Source: an optimization exercise on an open RTL-to-GDS flow (aim: small area). Production flows keep margins and buffers that such runs may drop.
The RTL was checked by simulation tests, not by an equivalence proof against the original design.
Power figures rest on the tool's default switching activity, not on a simulated workload.

===== flow/flow/run.sh =====
#!/bin/bash
# Own layout flow: the standard flow (standard.sh), with these changes to how the
# layout is made:
#  * synthesis: the same ORFS synthesis script (synth_recipe.tcl), so the same registers,
#    but ABC maps the logic with an area-oriented script (flow/abc_area.script) and
#    adders are left to ABC instead of the fa/ha cell map;
#  * ports are buffered with sky130_fd_sc_hd__buf_1;
#  * clock tree synthesis uses small clusters of clkbuf_4 buffers and no dummy loads.
# Each make run's full output goes to its own log here (synth_make.log, layout_make.log);
# ORFS also keeps each tool's log under orfs/logs/.
set -uo pipefail
here=$(pwd)
rm -rf "$here/scripts_area"
cp -r "$FLOW_HOME/scripts" "$here/scripts_area"
chmod -R u+w "$here/scripts_area"
cp "$here/flow/abc_area.script" "$here/scripts_area/abc_area.script"
bash standard.sh "SCRIPTS_DIR=$here/scripts_area" ABC_AREA=1 ADDER_MAP_FILE= synth > synth_make.log 2>&1
status=$?
if [[ $status -ne 0 ]]; then
  tail -30 synth_make.log
  exit $status
fi
bash standard.sh \
  "BUFFER_PORTS_ARGS=-buffer_cell sky130_fd_sc_hd__buf_1" \
  "CTS_ARGS=-sink_clustering_enable -repair_clock_nets -dont_use_dummy_load -buf_list sky130_fd_sc_hd__clkbuf_4 -sink_clustering_size 9 -sink_clustering_max_diameter 45" \
  finish > layout_make.log 2>&1
status=$?
tail -20 layout_make.log
exit $status

===== flow/flow/abc_area.script =====
strash
&get -n
&fraig -x
&put
scorr
dc2
dretime
strash
&get -n
&dch -f
&nf {D}
&put
strash
&get -n
&dch -f
&nf {D}
&put
strash
&get -n
&dch -f
&nf {D}
&put
strash
&get -n
&dch -f
&nf {D}
&put

===== flow/standard.sh =====
#!/bin/bash
# synth_recipe.tcl (not shown) runs the flow's synth.tcl, then flattens the netlist and writes it again
# the make line also repeats each setting of config.mk as NAME=value (left out here)
make -C /OpenROAD-flow-scripts/flow DESIGN_CONFIG=/design/flow/config.mk WORK_HOME=/design/flow/orfs CLKGATE_MAP_FILE= SYNTH_SCRIPT=/design/flow/synth_recipe.tcl "${@:-finish}"

===== flow/config.mk =====
export PLATFORM = sky130hd
export DESIGN_NAME = bsrw
export DESIGN_NICKNAME = bsrw
export VERILOG_FILES = /design/flow/design.v
export SDC_FILE = /design/flow/constraint.sdc
export NUM_CORES = 4
export LEC_CHECK = 0
export CAP_MARGIN = 20
export CORE_MARGIN = 2
export CORE_UTILIZATION = 40
export PLACE_DENSITY = 0.8
export SLEW_MARGIN = 20

===== flow/constraint.sdc =====
create_clock -name core_clock -period 20.0 [get_ports {clk}]
set_input_delay 4.0000 -clock core_clock [delete_from_list [all_inputs] [get_ports {clk}]]
set_output_delay 4.0000 -clock core_clock [all_outputs]
set_load 0.01 [all_outputs]

===== flow/design.v =====
module bsrw (
    input             clk,
    input             rst,
    input             host_we,
    input      [2:0]  host_addr,
    input      [31:0] host_wdata,
    output            busy,
    output     [31:0] res0,
    output     [31:0] status,
    output            mem_req,
    output            mem_we,
    output     [9:0]  mem_addr,
    output     [7:0]  mem_wdata,
    input      [7:0]  mem_rdata,
    input             mem_ready,
    output            out_valid,
    output     [7:0]  out_data,
    input             out_ready
);
    localparam OP_CREATE = 4'h1, OP_DESTROY = 4'h2, OP_AT_END = 4'h3,
               OP_RD1    = 4'h4, OP_RDBITS  = 4'h5, OP_RDFIELD = 4'h6,
               OP_RDBA   = 4'h7, OP_REMBYT  = 4'h8, OP_REMBIT  = 4'h9,
               OP_WRBITS = 4'hA, OP_WRFIELD = 4'hB, OP_WRBA    = 4'hC,
               OP_DUMP   = 4'hD;
    localparam ST_IDLE = 4'd0,  ST_LD   = 4'd1,  ST_DEC  = 4'd2,  ST_CR   = 4'd3,
               ST_RD   = 4'd4,  ST_RW   = 4'd5,  ST_BA   = 4'd6,  ST_BW   = 4'd7,
               ST_WR   = 4'd8,  ST_DHDR = 4'd9,  ST_DROW = 4'd10, ST_DHEX = 4'd11,
               ST_DBAR = 4'd12, ST_DASC = 4'd13, ST_DSP  = 4'd14, ST_DLF  = 4'd15;
    reg [3:0]  st;
    reg [2:0]  ph;           
    reg [79:0]  rbase;
    reg [87:0]  rlen;
    reg [111:0] rpos;
    reg [23:0]  rcb;         
    reg [13:0] a0v;
    reg        a0sat, a0neg;
    reg [31:0] arg1, arg2;
    reg [3:0]  opc, cid;
    reg        sf, ill;
    reg [14:0] r0;
    reg        err;
    reg [3:0]  fc;
    reg [1:0]  rs;
    reg [7:0]  acc;
    reg [13:0] R;            
    reg [2:0]  b;            
    reg [10:0] ptr;
    reg        ain, aout;    
    reg        zp;           
    reg        skip;         
    reg        nsrc;         
    function gt14;
        input [13:0] a, b;
        integer i;
        reg r;
        begin
            r = 1'b0;
            for (i = 0; i < 14; i = i + 1)
                r = (a[i] & ~b[i]) | (~(a[i] ^ b[i]) & r);
            gt14 = r;
        end
    endfunction
    assign busy   = (st != ST_IDLE);
    assign res0   = {{17{r0[14]}}, r0};
    assign status = {22'd0, rs, fc, 3'd0, err};
    wire        hv    = !(hlen[10] && hbase[9]);
    wire [9:0]  hbase = rbase[79:70];
    wire [10:0] hlen  = rlen[87:77];
    wire [13:0] hpos  = rpos[111:98];
    wire [2:0]  hcb   = rcb[23:21];
    wire        at_head = (ph == cid[2:0]);
    wire [9:0]  caddr   = hbase + hpos[9:0];
    wire        rbit    = mem_rdata[~hcb];
    wire [14:0] d      = {4'd0, hlen} - {1'b0, hpos};           
    wire        inbuf  = gt14({3'd0, hlen}, hpos);              
    wire [2:0]  cm     = hcb;
    wire [10:0] dd     = d[10:0] - {10'd0, (cm != 3'd0)};
    wire [2:0]  low3   = 3'd0 - cm;
    wire        Rnz    = (R != 14'd0);
    wire        gt     = inbuf ? gt14(R, {dd, low3}) : Rnz;
    wire [3:0]  cbr    = {1'b0, hcb} + {1'b0, R[2:0]};
    wire        cy     = cbr[3];
    wire        posovf = cy ? !gt14(~hpos, {3'd0, R[13:3]}) : gt14({3'd0, R[13:3]}, ~hpos);
    wire        ovr    = sf && gt;
    wire        ge8    = a0sat || (a0v[13:3] != 11'd0);
    wire [11:0] a0c    = ({1'b0, a0v[13:3]} + {11'd0, (a0v[2:0] != 3'd0)});
    wire [11:0] fcount = a0c | {11'd0, (a0v == 14'd0)};
    wire        a0big  = a0sat || (a0v[13:11] != 3'd0);
    wire        trunc  = a0big || gt14({3'd0, a0v[10:0]}, {3'd0, d[10:0]});
    wire [10:0] nba    = (a0neg || !inbuf) ? 11'd0 : (trunc ? d[10:0] : a0v[10:0]);
    wire        a0zero = !a0sat && (a0v == 14'd0);
    wire        ba_out = !a0neg && (inbuf ? trunc : !a0zero);
    wire        ba_in  = inbuf && !a0neg && !a0zero;
    wire [13:0] Y      = (opc == OP_RDFIELD) ? {2'd0, fcount} :
                         (opc == OP_RDBA)    ? {3'd0, nba} : a0v;
    wire        ysat   = (opc != OP_RDBA) && a0sat;
    wire [14:0] insum  = {1'b0, arg1[13:0]} + {1'b0, Y};
    wire        inr    = !ysat && (arg1[31:14] == 18'd0) && (insum <= 15'd1024);
    wire [29:0] c8     = {1'b0, arg2[31:3]} + {29'd0, (arg2[2:0] != 3'd0)};
    wire        feq    = (arg1 == {2'd0, c8});
    wire        lenbad = (arg1[31:28] != 4'd0);
    wire        uses_ctx = (opc != OP_CREATE) && (opc != OP_DUMP);
    reg [3:0] fault;
    always @(*) begin
        fault = 4'd0;
        if (ill)
            fault = 4'd1;
        else if (uses_ctx && (cid[3] || !hv))
            fault = 4'd2;
        else begin
            case (opc)
                OP_RD1, OP_RDBITS:
                    fault = posovf ? 4'd7 : ovr ? 4'd8 : 4'd0;
                OP_RDFIELD:
                    fault = !inr ? 4'd6 : posovf ? 4'd7 : ovr ? 4'd8 : 4'd0;
                OP_RDBA, OP_DUMP:
                    fault = !inr ? 4'd6 : 4'd0;
                OP_WRBITS:
                    fault = ovr ? 4'd8 : 4'd0;
                OP_WRFIELD:
                    fault = !feq ? 4'd5 : !inr ? 4'd6 : ovr ? 4'd8 : 4'd0;
                OP_WRBA:
                    fault = !inr ? 4'd6 : ovr ? 4'd8 : 4'd0;
                default: fault = 4'd0;
            endcase
        end
    end
    wire [3:0] crfault = lenbad ? 4'd4 : !inr ? 4'd6 : 4'd0;
    wire [31:0] hw = host_wdata;
    reg hill;
    always @(*) begin
        hill = (hw[15:14] != 2'b00) || (hw[31:24] != 8'd0);
        case (hw[3:0])
            OP_CREATE:  hill = hill || (hw[7:4] != 0) || (hw[11:8] != 0) || hw[12] || (hw[23:16] != 0);
            OP_DESTROY, OP_AT_END, OP_RDBA, OP_REMBYT, OP_REMBIT:
                        hill = hill || (hw[11:8] != 0) || hw[12] || hw[13] || (hw[23:16] != 0);
            OP_RD1, OP_RDFIELD, OP_WRFIELD, OP_WRBA:
                        hill = hill || (hw[11:8] != 0) || hw[13] || (hw[23:16] != 0);
            OP_RDBITS:  hill = hill || (hw[11:8] == 0) || (hw[11:8] > 8) || hw[13] || (hw[23:16] != 0);
            OP_WRBITS:  hill = hill || (hw[11:8] == 0) || (hw[11:8] > 8) || hw[13];
            OP_DUMP:    hill = hill || (hw[7:4] != 0) || (hw[11:8] != 0) || hw[12] || hw[13] || (hw[23:16] != 0);
            default:    hill = 1'b1;
        endcase
    end
    wire       bulk   = (opc == OP_WRBA) || ((opc == OP_WRFIELD) && (arg2[2:0] == 3'd0));
    wire       ovw    = bulk && (hcb == 3'd0);
    wire       eskip  = skip;
    wire       wbit   = acc[~b];
    wire       used = gt14({3'd0, insum[10:0]}, {3'd0, ptr});
    wire [3:0] nib  = b[0] ? mem_rdata[3:0] : mem_rdata[7:4];
    wire [7:0] hexc = (nib < 4'd10) ? {4'h3, nib} : {4'h4, nib - 4'd9};
    reg [7:0] hdrc;
    always @(*) begin
        case (b)
            3'd0: hdrc = "H";
            3'd1: hdrc = "E";
            3'd2: hdrc = "X";
            3'd3: hdrc = "D";
            3'd4: hdrc = "U";
            3'd5: hdrc = "M";
            3'd6: hdrc = "P";
            default: hdrc = 8'h0A;
        endcase
    end
    reg [7:0] dch;
    reg       dout, dmem;
    always @(*) begin
        dch  = 8'h20;
        dout = 1'b0;
        dmem = 1'b0;
        case (st)
            ST_DHDR: begin dout = 1'b1; dch = hdrc; end
            ST_DHEX: begin
                dout = 1'b1;
                if (used && !b[1]) begin dmem = 1'b1; dch = hexc; end
            end
            ST_DBAR: begin dout = 1'b1; dch = (b == 3'd0) ? 8'h7C : 8'h20; end
            ST_DASC: begin
                dout = used; dmem = used;
                dch  = (mem_rdata >= 8'h20 && mem_rdata <= 8'h7E) ? mem_rdata : 8'h2E;
            end
            ST_DSP:  begin dout = 1'b1; end
            ST_DLF:  begin dout = 1'b1; dch = 8'h0A; end
            default: ;
        endcase
    end
    assign out_valid = at_head && dout && (!dmem || mem_ready);
    assign out_data  = dch;
    wire   dgo       = at_head && dout && (!dmem || mem_ready) && out_ready;
    reg m_req, m_we, m_ctx, m_acc, m_zero;
    always @(*) begin
        m_req = 1'b0; m_we = 1'b0; m_ctx = 1'b0; m_acc = 1'b0; m_zero = 1'b0;
        if (at_head) begin
            case (st)
                ST_RD: if (Rnz && inbuf) begin m_req = 1'b1; m_ctx = 1'b1; end
                ST_RW, ST_BW: begin m_req = 1'b1; m_we = 1'b1; m_acc = 1'b1; end
                ST_BA: if (Rnz) begin m_req = 1'b1; m_ctx = 1'b1; end
                ST_WR: begin
                    if (zp) begin
                        m_ctx = 1'b1; m_zero = 1'b1;
                        if (inbuf) begin m_req = 1'b1; m_we = 1'b1; end
                    end else if (!Rnz) begin
                    end else if (nsrc) begin
                        m_req = 1'b1;
                    end else if (!eskip && inbuf) begin
                        m_req = 1'b1; m_we = 1'b1; m_ctx = 1'b1;
                    end
                end
                default: m_req = dmem;
            endcase
        end
    end
    wire [7:0] bmask = 8'h80 >> hcb;
    assign mem_req   = m_req;
    assign mem_we    = m_we;
    assign mem_addr  = m_ctx ? caddr : ptr[9:0];
    assign mem_wdata = m_acc ? acc :
                       ((m_zero || ovw) ? 8'd0 : mem_rdata) | ((!m_zero && wbit) ? bmask : 8'd0);
    reg        alloc, destroy, mvbit, mvbyte;
    reg [9:0]  nbase;
    reg [10:0] nlen;
    reg [13:0] npos;
    reg [2:0]  ncb;
    always @(*) begin
        nbase = hbase;
        nlen  = hlen;
        npos  = hpos + {13'd0, (mvbit && hcb == 3'd7) || mvbyte};
        ncb   = hcb + {2'd0, mvbit};
        if (destroy) begin
            nbase[9] = 1'b1;
            nlen[10] = 1'b1;
        end
        if (alloc) begin
            nbase = a0v[9:0];
            nlen  = arg1[10:0];
            npos  = 14'd0;
            ncb   = 3'd0;
        end
    end
    wire cr_here = ((st == ST_DEC && at_head && !ill) || st == ST_CR) && (opc == OP_CREATE);
    always @(*) begin
        alloc   = cr_here && !hv && (crfault == 4'd0);
        destroy = (st == ST_DEC) && at_head && (fault == 4'd0) && (opc == OP_DESTROY);
        mvbit   = 1'b0;
        mvbyte  = 1'b0;
        if (at_head) begin
            case (st)
                ST_RD: mvbit  = Rnz && (!inbuf || mem_ready);
                ST_BA: mvbyte = Rnz && mem_ready;
                ST_WR: mvbit  = !zp && Rnz && !nsrc && !eskip && (!inbuf || mem_ready);
                default: ;
            endcase
        end
    end
    always @(posedge clk) begin
        rbase <= {rbase[69:0], nbase} | (rst ? {8{10'h200}} : 80'd0);
        rlen  <= {rlen[76:0], nlen}   | (rst ? {8{11'h400}} : 88'd0);
        rpos  <= {rpos[97:0], npos};
        rcb   <= {rcb[20:0], ncb};
        if (rst)
            ph <= 3'd0;
        else
            ph <= ph + 3'd1;
    end
    wire [1:0] frs = aout ? (ain ? 2'd1 : 2'd2) : 2'd0;
    wire [31:0] awd = rst ? 32'd0 : host_wdata;
    always @(posedge clk) begin
        if (rst || (host_we && host_addr == 3'd1)) begin
            a0v   <= awd[13:0];
            a0sat <= (awd[31:14] != 18'd0);
            a0neg <= awd[31];
        end
        if (rst || (host_we && host_addr == 3'd2))
            arg1 <= awd;
        if (rst || (host_we && host_addr == 3'd3))
            arg2 <= awd;
    end
    always @(posedge clk) begin
        if (rst) begin
            st    <= ST_IDLE;
            r0    <= 15'd0;
            err   <= 1'b0;
            fc    <= 4'd0;
            rs    <= 2'd0;
        end else begin
            case (st)
            ST_IDLE: begin
                if (host_we && host_addr == 3'd0) begin
                    opc <= host_wdata[3:0];
                    cid <= host_wdata[7:4];
                    sf  <= host_wdata[12];
                    ill <= hill;
                    acc <= host_wdata[23:16];
                    R   <= {10'd0, host_wdata[11:8]} | {13'd0, (host_wdata[3:0] == OP_RD1)};
                    b   <= (host_wdata[3:0] == OP_WRBITS) ? (3'd0 - host_wdata[10:8]) : 3'd0;
                    zp  <= (host_wdata[3:0] == OP_CREATE) && host_wdata[13];
                    st  <= ST_LD;
                end
            end
            ST_LD: begin
                case (opc)
                    OP_RD1, OP_RDBITS, OP_WRBITS: ;
                    OP_RDFIELD:           R <= a0v;
                    OP_WRFIELD:           R <= arg2[13:0];
                    OP_WRBA:              R <= {arg1[10:0], 3'd0};
                    default:              R <= 14'd0;
                endcase
                ptr  <= (opc == OP_RDFIELD || opc == OP_RDBA) ? arg1[10:0] : a0v[10:0];
                ain  <= 1'b0;
                aout <= 1'b0;
                nsrc <= (opc == OP_WRFIELD) || (opc == OP_WRBA);
                st   <= ST_DEC;
            end
            ST_DEC, ST_CR: begin
                if (opc == OP_CREATE && !ill) begin
                    if (cr_here) begin
                        if (!hv) begin
                            if (crfault != 4'd0) begin
                                r0 <= 15'd0; fc <= crfault; rs <= 2'd0; err <= 1'b1;
                                st <= ST_IDLE;
                            end else begin
                                r0  <= {12'd0, ph};
                                fc  <= 4'd0;
                                rs  <= 2'd0;
                                cid <= {1'b0, ph};
                                st  <= ST_WR;
                            end
                        end else if (ph == 3'd7) begin
                            r0 <= 15'd0; fc <= 4'd3; rs <= 2'd0; err <= 1'b1;
                            st <= ST_IDLE;
                        end else begin
                            st <= ST_CR;
                        end
                    end
                end else if (at_head) begin
                    if (fault != 4'd0) begin
                        r0 <= 15'd0; fc <= fault; rs <= 2'd0; err <= 1'b1;
                        st <= ST_IDLE;
                    end else begin
                        r0 <= 15'd0;
                        fc <= 4'd0;
                        rs <= 2'd0;
                        case (opc)
                            OP_DESTROY: st <= ST_IDLE;
                            OP_AT_END:  begin r0 <= {14'd0, !inbuf}; st <= ST_IDLE; end
                            OP_REMBYT:  begin r0 <= d; st <= ST_IDLE; end
                            OP_REMBIT:  begin r0 <= inbuf ? {1'b0, dd, low3} : 15'd0; st <= ST_IDLE; end
                            OP_RD1, OP_RDBITS: st <= ST_RD;
                            OP_RDFIELD: begin r0 <= {3'd0, fcount}; st <= ST_RD; end
                            OP_RDBA: begin
                                r0   <= {4'd0, nba};
                                R    <= {3'd0, nba};
                                ain  <= ba_in;
                                aout <= ba_out;
                                st   <= ST_BA;
                            end
                            OP_DUMP: begin
                                r0 <= {8'd0, ({1'b0, arg1[10:4]} + {7'd0, (arg1[3:0] != 4'd0)})};
                                st <= ST_DHDR;
                            end
                            default: begin           
                                skip <= !inbuf;
                                st   <= ST_WR;
                            end
                        endcase
                    end
                end
            end
            ST_RD: if (at_head) begin
                if (Rnz) begin
                    if (!inbuf || mem_ready) begin
                        acc  <= {acc[6:0], inbuf & rbit};
                        R    <= R - 14'd1;
                        b    <= b + 3'd1;
                        ain  <= ain | inbuf;
                        aout <= aout | !inbuf;
                        if (opc == OP_RDFIELD && ge8 && b == 3'd7)
                            st <= ST_RW;
                    end
                end else if (opc == OP_RDFIELD) begin
                    if (!ge8)
                        st <= ST_RW;
                    else if (b != 3'd0) begin
                        acc <= {acc[6:0], 1'b0};
                        b   <= b + 3'd1;
                        if (b == 3'd7)
                            st <= ST_RW;
                    end else begin
                        rs <= frs;
                        st <= ST_IDLE;
                    end
                end else begin
                    r0 <= {7'd0, acc};
                    rs <= frs;
                    st <= ST_IDLE;
                end
            end
            ST_RW: if (at_head && mem_ready) begin
                ptr <= ptr + 11'd1;
                if (ge8)
                    st <= ST_RD;
                else begin
                    rs <= frs;
                    st <= ST_IDLE;
                end
            end
            ST_BA: if (at_head) begin
                if (!Rnz) begin
                    rs <= frs;
                    st <= ST_IDLE;
                end else if (mem_ready) begin
                    acc <= mem_rdata;
                    st  <= ST_BW;
                end
            end
            ST_BW: if (at_head && mem_ready) begin
                ptr <= ptr + 11'd1;
                R   <= R - 14'd1;
                st  <= ST_BA;
            end
            ST_WR: if (at_head) begin
                if (zp) begin
                    if (!inbuf || mem_ready)
                        zp <= 1'b0;
                end else if (!Rnz) begin
                    rs <= frs;
                    st <= ST_IDLE;
                end else if (nsrc) begin
                    if (mem_ready) begin
                        acc  <= mem_rdata;
                        ptr  <= ptr + 11'd1;
                        nsrc <= 1'b0;
                        skip <= !inbuf;
                    end
                end else if (eskip || !inbuf || mem_ready) begin
                    R    <= R - 14'd1;
                    b    <= b + 3'd1;
                    ain  <= ain | (!eskip && inbuf);
                    aout <= aout | eskip | !inbuf;
                    if (!eskip && hcb == 3'd7)
                        zp <= 1'b1;
                    if (b == 3'd7 && opc != OP_WRBITS)
                        nsrc <= 1'b1;
                end
            end
            ST_DHDR: if (dgo) begin
                b <= b + 3'd1;
                if (b == 3'd7)
                    st <= ST_DROW;
            end
            ST_DROW: if (at_head) begin
                b   <= 3'd0;
                R   <= 14'd15;       
                if (!used) begin
                    rs <= frs;
                    st <= ST_IDLE;
                end else
                    st <= ST_DHEX;
            end
            ST_DHEX: if (dgo) begin
                if (b == 3'd3 || (b == 3'd2 && R[3:0] != 4'd8)) begin
                    b   <= 3'd0;
                    R   <= R - 14'd1;
                    ptr <= ptr + 11'd1;
                    if (R[3:0] == 4'd0)
                        st <= ST_DBAR;
                end else
                    b <= b + 3'd1;
            end
            ST_DBAR: if (dgo) begin
                b <= b + 3'd1;
                if (b == 3'd2) begin
                    ptr <= ptr - 11'd16;
                    st  <= ST_DASC;
                end
            end
            ST_DASC: if (at_head) begin
                if (!used)
                    st <= ST_DSP;
                else if (dgo) begin
                    R   <= R - 14'd1;
                    ptr <= ptr + 11'd1;
                    if (R[3:0] == 4'd0)
                        st <= ST_DSP;
                end
            end
            ST_DSP: if (dgo) st <= ST_DLF;
            ST_DLF: if (dgo) st <= ST_DROW;
            default: st <= ST_IDLE;
            endcase
        end
    end
endmodule

==> impl_metrics.ini, run 1 <==
[run_status]
status = complete, no violations

[die]
die_h_um = 223
fp.dieW_um = 223
start_util = 0.403
design.die.area_um2 = 49600
io_pins = 142
row_count = 80
core_area_um2 = 47400

[logic_synthesis]
synth-async-reset-ratio = 0
synth_edf_count = 131
syn-cell-area_um2 = 19100
syn_inst = 1906
synthFlopType = dfxtp_1
postSynthAreaPerCell_um2 = 10.0
ys_seq_area_frac = 0.554
synth.ff_latch_count = 464
yosysWarningCount = 1
ys_types = 69

[power_and_ir_drop]
power_mw = 2.01
p_leak_nw = 7.33
power_density_nw_per_um2 = 96.0
irDropWorstVdd_mv = 0.0435

[clock_network]
numCtsBuffers = 69
cts_tree = done
clk_latency_ns = 0.84
cts_num_sinks = 464
post_cts_buffers = 0
htreeDepth = 3
cts_root_buffer = clkbuf_4
cts_resized = 0
ctsHoldBuffers = 0
cts.path.max_buffers = 3
clk_pin_slew_worst_paths_ns = 0.09

[setup_path]
cp_cell_sequence = xor2_1, nor3_1, a21oi_1, o21ai_0, a21oi_1, a2111oi_0, nand2_1, or3_1, a211oi_1, nor2_1, xnor3_1, o32a_1, maj3_1, maj3_1, maj3_1, a221o_1, a31oi_1, o31ai_1, maj3_1, nor3_1, and2_0, a21oi_1, nand3_1, buf_1
cp.required_ns = 16.00
start_kind = register
max_stage_delay_ns = 0.71
path_buf_inv = 1
critical_path_arrival_ns = 8.83
slowest_stage = a2111oi_0
path_delay_family = compound AO/OA/AOI/OAI gates
reg2regPathDepth = 25
cp_num_cells = 24
cpMostUsedCell = maj3_1
cp_max_fo = 14
end_kind = output port
crit_type = reg2out
r2r_setup_slack_ns = 10.69

[routing]
wl_mm = 62.7
drt_iter0_drc = 1624
wl_per_cell_um = 23.1
drc = 0
met3_length_mm = 5.47
dr_total_vias = 15900
dr.pass1.iters = 7
drtAntennaViolNets = 0
vias_per_cell = 5.85
dr_wl_met2_mm = 27.6
wl_met1_mm = 26.8
routed.top_layer = met5

[cells_and_area]
postLayoutCellArea_um2 = 20900
fin_util = 0.440
nFillCells = 4578
syn_to_final_growth_pct = 9.18
final_cell_mix = 333 x dfxtp_1, 193 x nor2_1, 176 x nand2_1
nets = 2148
layout_commonest_cell = dfxtp_1
layout-drive-gt1-share = 0.0500

[global_routing]
grt-ovfl-total = 0
antenna_found_initial = 4
globalRouteTotalUtil = 0.250
grt_pass1_wl_mm = 93.6
grt_pass1_vias = 15200
grt_max_degree = 73

[sta]
slew_viol_final = 0
tns_ns = 0
hold_ws_ns = 0.288
fin_skew_ns = 0.0920
setup_viol = 0
rsz0062_at_grt = false
period_needed_ns = 12.83
fmax_mhz = 77.9
finalCritPeriodShare = 0.642
relSlewSlack = 0.291
worstMarginPinSlew_ns = 1.06
final_hold_viol_count = 0

[worst_hold_path]
hold_class = reg2reg
hold_depth = 0

[place]
dpl.hpwl_mm = 47.6
gp_congestion = 1.00
dpl_cell_area_um2 = 20400
io_buffers = 115

[flow_run]
cap_violations = 0
cells in the mapped netlist (13+ instances only):
cell type,instances,area share
a21oi_1,136,0.036
o221ai_1,16,0.0073
o211ai_1,19,0.0075
nor2_1,194,0.038
clkinv_1,36,0.0071
and3_1,19,0.0062
maj3_1,18,0.0094
nand3_1,49,0.013
nand4_1,15,0.0049
xor2_1,43,0.020
o22ai_1,20,0.0065
nand2b_1,25,0.0082
nor2b_1,64,0.021
xnor2_1,78,0.036
mux2_1,17,0.010
edfxtp_1,131,0.21
a31oi_1,24,0.0078
o21ai_0,105,0.027
dfxtp_1,333,0.35
or3_1,19,0.0062
nor4_1,24,0.0078
a211oi_1,13,0.0051
and2_0,27,0.0088
nand2_1,176,0.035
nor3_1,67,0.018
buf_4,44,0.017
a22oi_1,21,0.0082
or2_0,25,0.0082
registers in the layout, summed over array words and instances, names as in the netlist, 2 cells and up:
register	count
rpos	112
rlen	88
rbase	80
arg1	32
arg2	32
rcb	24
r0	15
R	14
a0v	14
ptr	11
acc	8
cid	4
fc	4
opc	4
st	4
b	3
ph	3
rs	2
worst paths after layout:
kind                     startpoint               end
setup / recovery  rpos[102]$_DFF_P_       out_data[3]
hold / removal     rpos[23]$_DFF_P_  rpos[37]$_DFF_P_
setup reg to reg  rpos[102]$_DFF_P_    R[6]$_DFFE_PP_
hold reg to reg    rpos[23]$_DFF_P_  rpos[37]$_DFF_P_
power by group:
group	switching, mW	internal, mW	total, mW
Sequential	0.0829	1.03	1.12
Clock	0.291	0.159	0.450
Combinational	0.295	0.144	0.439
Total	0.668	1.34	2.01
cell families (layout without fill, tap and decap cells):
family / after synthesis / after routing / synth area share
AND/OR/NAND/NOR: 731 / 731 / 0.186
AO/OA/AOI/OAI: 468 / 468 / 0.157
flip-flops: 464 / 464 / 0.554
XOR/XNOR: 122 / 122 / 0.0565
buffers and inverters: 80 / 247 / 0.0243
multiplexers: 22 / 22 / 0.0126
adder cells (fa/ha/maj): 18 / 18 / 0.00941
other: 1 / 30 / 0.000196
through the flow:
stage | cells | worst slack [ns]
final | 2717 | 7.17
after detailed placement | 2644 | 8.29
after global routing | 2715 | 6.84
after floorplan | 1931 | 9.76
after CTS | 2713 | 7.37
after global placement | 2644 | 8.50
cell type report:
cell class | count | area [um2] | area share
well taps | 615 | 769 | 0.0368
diodes | 4 | 10.0 | 0.000479
flip-flops and latches | 464 | 10600 | 0.507
clock buffers | 69 | 518 | 0.0248
multi-input cells | 1387 | 8230 | 0.394
repair buffers | 142 | 636 | 0.0304
inverters | 36 | 135 | 0.00647
layer usage:
layer	vias to the layer above	GRT usage
li1	7313	-
met1	7567	0.344
met2	842	0.382
met3	168	0.0516
met4	2	0.110
met5	-	0
worst reg2reg max path, cell delays in order, from the launching register on:
cell and delay (ns):
dfxtp_1 0.55, xor2_1 0.17, nor3_1 0.28, a21oi_1 0.12
o21ai_0 0.31, a21oi_1 0.14, a2111oi_0 0.71, nand2_1 0.51
or3_1 0.58, a311oi_1 0.62, o21ai_0 0.36, o221ai_1 0.35
a311oi_1 0.22, o311ai_0 0.62, a311oi_1 0.24, o31ai_1 0.36
xor2_1 0.15, a31oi_1 0.46, or2_0 0.41, o21ai_0 0.16
o211ai_1 0.26, nor4bb_4 0.33, buf_4 0.37, nor2_1 0.15
nor3_2 0.26, buf_4 0.28
==> run 2, diff against run 1 <==
==> flow/flow/abc_area.script (replaced) <==
strash
&get -n
&fraig -x
&put
scorr
dc2
dretime
strash
&get -n
&dch -f
&nf -R 1000 {D}
&put
strash
&get -n
&dch -f
&nf -R 1000 {D}
&put
strash
&get -n
&dch -f
&nf -R 1000 {D}
&put
strash
&get -n
&dch -f
&nf -R 1000 {D}
&put
strash
&get -n
&dch -f
&nf -R 1000 {D}
&put
--- a/flow/config.mk
+++ b/flow/config.mk
@@ -9,4 +9,3 @@
 export CORE_MARGIN = 2
 export CORE_UTILIZATION = 40
-export PLACE_DENSITY = 0.8
 export SLEW_MARGIN = 20
==> impl_metrics.ini, run 2 <==
[run_status]
status = complete, no violations

[logic_synthesis]
yosysWarningCount = 1
synthFlopType = dfxtp_1
synth-async-reset-ratio = 0
ys_seq_area_frac = 0.561
syn-cell-area_um2 = 18900
synth_fa_ha_area_frac = 0.0191
syn_inst = 1850
synth.top_cells.by_count = 333 x dfxtp_1, 182 x nor2_1, 168 x nand2_1
synth_most_common_cell = dfxtp_1
synth_top_area_share = 0.353
yosys.area.top_type = dfxtp_1
synth.ff_latch_count = 464
synthXorXnorAreaFrac = 0.0584
synth_top_family_by_area = simple AND/OR/NAND/NOR gates
ys_types = 61
synthTopCellsByArea = dfxtp_1 35%, edfxtp_1 21%, xnor2_1 3.7%, nor2_1 3.6%, nand2_1 3.3%
muxShareOfSynthArea = 0.0167
postSynthAreaPerCell_um2 = 10.2
synth_compound_area_frac = 0.149
synth_edf_count = 131
yosys.area_share.simple = 0.173

[clock_network]
cts_num_sinks = 464
htreeDepth = 3
clk_pin_slew_worst_paths_ns = 0.09
cts_resized = 0
clk_latency_ns = 0.82
post_cts_buffers = 0
cts.path.max_buffers = 3
cts_root_buffer = clkbuf_4
ctsHoldBuffers = 0
numCtsBuffers = 68
cts_tree = done

[flow_run]
cap_violations = 0

[cells_and_area]
top_register = rpos
layout_commonest_cell = dfxtp_1
syn_to_final_growth_pct = 9.22
nFillCells = 4487
final_cell_mix = 333 x dfxtp_1, 182 x nor2_1, 168 x nand2_1
nets = 2092
top_regs = rpos (112), rlen (88), rbase (80)
largest_reg_flops = 112
layout-drive-gt1-share = 0.0529

[power_and_ir_drop]
p_leak_nw = 7.26
pwr-share-clk = 0.227
p_sw_frac = 0.327
power_frac_comb = 0.209
p_seq_frac = 0.564
internal_power_mw = 1.33
power_mw = 1.98
p_switching_mw = 0.647
irDropWorstVdd_mv = 0.0546
power_density_nw_per_um2 = 95.9

[sta]
final_hold_viol_count = 0
relSlewSlack = 0.260
finalCritPeriodShare = 0.753
fin_skew_ns = 0.104
hold_ws_ns = 0.235
worstMarginPinSlew_ns = 1.11
period_needed_ns = 15.07
slew_viol_final = 0
fmax_mhz = 66.4
rsz0062_at_grt = false
setup_viol = 0
tns_ns = 0

[setup_path]
cp_max_fo = 19
slowest_stage = nor4_1
cp.required_ns = 16.00
cp_num_cells = 35
path_delay_family = adder cells
path_buf_inv = 1
critical_path_arrival_ns = 11.07
start_kind = register
reg2regPathDepth = 41
max_stage_delay_ns = 0.86
end_kind = output port
cpMostUsedCell = maj3_1
crit_type = reg2out

[die]
start_util = 0.406
design.die.area_um2 = 49000
core_area_um2 = 46600
row_count = 79
io_pins = 142
fp.dieW_um = 221
die_h_um = 221

[worst_hold_path]
hold_class = reg2reg
hold_depth = 0

[routing]
drt_iter0_drc = 1422
wl_per_cell_um = 22.0
dr.pass1.iters = 6
drtAntennaViolNets = 0
vias_per_cell = 5.73
wl_mm = 58.4
drc = 0
dr_total_vias = 15200

[global_routing]
gr-max-usage-layer = met2
grt_max_degree = 46
grt.met2_usage = 0.363
grt_pass1_wl_mm = 88.2
antenna_found_initial = 3
globalRouteTotalUtil = 0.234
use_met3 = 0.0498
grt-ovfl-total = 0
use_met1 = 0.321
grt_pass1_vias = 14600

[place]
gp_congestion = 0.935
io_buffers = 115
dpl.hpwl_mm = 43.4
## run 2: cell count changes in the layout (fill, tap and decap cells not counted), moves of 8 or more
cell,change
nor2_1,-11
clkinv_1,-13
o21ai_0,+18
and3_1,+12
and2_0,-8
maj3_1,+18
o22ai_1,+16
o221ai_1,-10
nand2_1,-8
nor3_1,-11
a21oi_1,-13
nand3_1,-14
## run 2: routing by layer
metal	wire length [um]	vias up	part of all wire
met4	1880	2	0.032
met2	26100	691	0.45
met5	12	-	0.00021
met3	4400	135	0.075
met1	26000	7258	0.45
li1	-	7101	-
## run 2: layout make-up
class	count	area [um2]	share of cell area
well taps	607	759	0.0368
multi-input cells	1344	8040	0.389
diodes	2	5.00	0.000242
clock buffers	68	510	0.0247
flip-flops and latches	464	10600	0.514
inverters	23	86.3	0.00418
repair buffers	143	643	0.0312
## run 2: logic make-up (layout without fill, tap and decap cells)
logic type,after synthesis,after routing
and+or+nand+nor,676,676
xor gates and xnor gates,126,126
adders and majority gates,36,36
DFF,464,464
other,1,28
muxes,27,27
AOI/OAI and AO/OA,453,453
buffers and inverters,67,234
## run 2: power by group through the flow
stage / Sequential [mW] / Combinational [mW] / Clock, mW
finish: 1.12 / 0.413 / 0.450
global route: 1.12 / 0.451 / 0.509
CTS: 1.11 / 0.409 / 0.471
detailed placement: 1.13 / 0.407 / 0
global placement: 1.14 / 0.405 / 0
floorplan: 1.11 / 0.264 / 0
## run 2: stage by stage
step	utilization	instance area, um2	cells	worst slack [ns]
global placement	0.432	20100	2581	6.08
finish	0.443	20600	2651	4.93
detailed placement	0.432	20100	2581	5.90
CTS	0.443	20600	2649	5.02
global route	0.443	20600	2651	4.24
floorplan	-	19000	1875	7.48
## run 2: path summary, 6_finish.rpt
kind	start	to	slack [ns]
worst max register to register	rpos[98]$_DFF_P_	rbase[9]$_DFF_P_	8.60
worst min register to register	rbase[28]$_DFF_P_	rbase[38]$_DFF_P_	0.23
worst max-delay path	rpos[98]$_DFF_P_	out_data[0]	4.93
worst min-delay path	rbase[28]$_DFF_P_	rbase[38]$_DFF_P_	0.23
==> run 3, diff against run 2 <==
--- a/flow/config.mk
+++ b/flow/config.mk
@@ -8,4 +8,4 @@
 export CAP_MARGIN = 20
 export CORE_MARGIN = 2
-export CORE_UTILIZATION = 40
+export CORE_UTILIZATION = 55
 export SLEW_MARGIN = 20
==> impl_metrics.ini, run 3 <==
[sta]
hold_ws_ns = 0.310
relSlewSlack = 0.260
rsz0062_at_grt = false
setup_viol = 0
slew_viol_final = 0
worstMarginPinSlew_ns = 1.11
finalCritPeriodShare = 0.752
final_hold_viol_count = 0
fin_skew_ns = 0.0530
fmax_mhz = 66.5
tns_ns = 0
period_needed_ns = 15.05

[cells_and_area]
layout_commonest_cell = dfxtp_1
syn_to_final_growth_pct = 7.91
top_regs = rpos (112), rlen (88), rbase (80)
final_cell_mix = 333 x dfxtp_1, 182 x nor2_1, 168 x nand2_1
largest_reg_flops = 112
nets = 2086
top_register = rpos
layout-drive-gt1-share = 0.0501

[logic_synthesis]
yosys.area.top_type = dfxtp_1
synth-async-reset-ratio = 0
syn-cell-area_um2 = 18900
synth_most_common_cell = dfxtp_1
ys_seq_area_frac = 0.561
ys_types = 61
synthTopCellsByArea = dfxtp_1 35%, edfxtp_1 21%, xnor2_1 3.7%, nor2_1 3.6%, nand2_1 3.3%
synth.ff_latch_count = 464
synth_edf_count = 131
synth_top_area_share = 0.353
yosysWarningCount = 1
synthFlopType = dfxtp_1
postSynthAreaPerCell_um2 = 10.2
synth.top_cells.by_count = 333 x dfxtp_1, 182 x nor2_1, 168 x nand2_1
syn_inst = 1850

[die]
row_count = 67
design.die.area_um2 = 35900
io_pins = 142
start_util = 0.561
die_h_um = 189
fp.dieW_um = 189
core_area_um2 = 33700

[clock_network]
cts_root_buffer = clkbuf_4
clk_latency_ns = 0.75
cts_tree = done
post_cts_buffers = 0
cts_resized = 0
htreeDepth = 3
cts_num_sinks = 464
clk_pin_slew_worst_paths_ns = 0.08
numCtsBuffers = 66
cts.path.max_buffers = 3
ctsHoldBuffers = 0

[global_routing]
grt-ovfl-total = 0
globalRouteTotalUtil = 0.320
grt_pass1_wl_mm = 86.4
grt_pass1_vias = 14500
antenna_found_initial = 2
grt_max_degree = 60

[power_and_ir_drop]
p_seq_frac = 0.567
pwr-share-clk = 0.223
irDropWorstVdd_mv = 0.0645
p_leak_nw = 7.23
power_frac_comb = 0.210
p_sw_frac = 0.324
internal_power_mw = 1.33
power_density_nw_per_um2 = 96.4
p_switching_mw = 0.637
power_mw = 1.97

[place]
dpl.hpwl_mm = 42.5
gp_congestion = 0.995
io_buffers = 115

[setup_path]
path_buf_inv = 1
worstSetupStartpoint = rpos[99]$_DFF_P_
r2r_setup_slack_ns = 8.54
crit_type = reg2out
cp.required_ns = 16.00
crit_end = out_data[0]
start_kind = register
slowest_stage = nor4_1
cp_num_cells = 38
reg2regPathDepth = 44
critical_path_arrival_ns = 11.05
rr_startpoint = rpos[99]$_DFF_P_
rr_endpoint = rlen[10]$_DFF_P_
cpMostUsedCell = maj3_1
max_stage_delay_ns = 0.79
end_kind = output port
cp_max_fo = 19
path_delay_family = adder cells

[routing]
dr.pass1.iters = 6
dr_total_vias = 15200
wl_mm = 56.9
vias_per_cell = 6.11
drt_iter0_drc = 1469
wl_per_cell_um = 22.9
drtAntennaViolNets = 0
drc = 0

[run_status]
status = complete, no violations

[flow_run]
cap_violations = 0

[worst_hold_path]
hold_class = reg2reg
==> run 3: cell count changes in the layout (fill, tap and decap cells not counted), sizes merged <==
cell    change
buf         -4
clkbuf      -2
diode       +1
==> run 3: cell type report <==
cell class | count | area (um2)
clock buffers | 66 | 495
flip-flops and latches | 464 | 10600
repair buffers | 139 | 613
multi-input cells | 1344 | 8030
fillers | 2889 | 13300
diodes | 3 | 7.51
inverters | 23 | 86.3
well taps | 448 | 561
==> run 3: power groups by stage <==
stage | clock [mW] | combinational (mW) | sequential [mW]
2_1_floorplan | 0 | 0.264 | 1.11
3_3_place_gp | 0 | 0.400 | 1.13
3_5_place_dp | 0 | 0.403 | 1.13
4_1_cts | 0.453 | 0.405 | 1.11
5_1_grt | 0.493 | 0.449 | 1.12
6_report | 0.439 | 0.412 | 1.12
==> run 3: per-layer routing <==
layer	wire, um	track usage
met5	9	0
met4	1620	0.105
met3	4840	0.0677
met2	26100	0.508
met1	24300	0.437
==> run 3: cell families after synthesis <==
group | share of synthesized area
flip-flops | 0.561
XOR/XNOR | 0.0584
adder cells (fa/ha/maj) | 0.0191
other | 0.000198
AND/OR/NAND/NOR | 0.173
AO/OA/AOI/OAI | 0.149
buffers and inverters | 0.0220
multiplexers | 0.0167
==> run 3: through the flow <==
stage | cells | instance area (um2) | setup WS (ns) | util
final | 2487 | 20400 | 4.95 | 0.605
after global routing | 2485 | 20400 | 4.19 | 0.605
after detailed placement | 2418 | 19900 | 5.93 | 0.590
after global placement | 2418 | 19900 | 6.20 | 0.590
after floorplan | 1875 | 19000 | 7.48 | -
after CTS | 2484 | 20400 | 5.07 | 0.605
==> run 3: worst min-delay path by stage <==
stage	from	end	depth (start not counted)
finish	rpos[32]$_DFF_P_	rpos[46]$_DFF_P_	0
CTS	rlen[13]$_DFF_P_	rlen[24]$_DFF_P_	0
global route	rpos[32]$_DFF_P_	rpos[46]$_DFF_P_	0
floorplan	rbase[0]$_DFF_P_	rbase[10]$_DFF_P_	0
detailed placement	rlen[11]$_DFF_P_	rlen[22]$_DFF_P_	0
global placement	rlen[30]$_DFF_P_	rlen[41]$_DFF_P_	0
==> run 3: worst register-to-register path, delay by kind of cell, from the launching register on <==
kind                       cells  cell delay, ns
DFF                            1            0.40
and+or+nand+nor               16            3.31
muxes                          1            0.30
xor gates and xnor gates       2            0.61
adders and majority gates     10            3.72
AOI/OAI and AO/OA             12            2.70
buffers and inverters          3            0.35

[afterwards: timing with drivers on the ports]
The flow's constraints put no driver on any port. The routed layouts listed below were extracted and timed again, unchanged, in two steps. Step 1 sets driving cells, clkbuf_16 on the clock port and buf_2 on the other inputs (assumed; they add their load-dependent delay and slew). Step 2, shift: input delay + t, output delay - t, t = (earliest + latest rising clock arrival at the registers) / 2. This alone moves slack from input paths to output paths. Slacks: ideal / step 1 / step 2; pairs: ideal / step 1.
run | shift t [ns] | setup WS [ns] | worst hold slack (ns) | worst slew at a driven data input, ns
run 1 | 0.845 | 7.166 / 7.111 / 7.956 | 0.288 / 0.288 / 0.288 | 0.04
run 2 | 0.823 | 4.934 / 4.877 / 5.700 | 0.235 / 0.235 / 0.235 | 0.04
run 3 | 0.778 | 4.953 / 4.899 / 5.676 | 0.310 / 0.310 / 0.310 | 0.03
After both steps setup and hold are still met in every run listed.
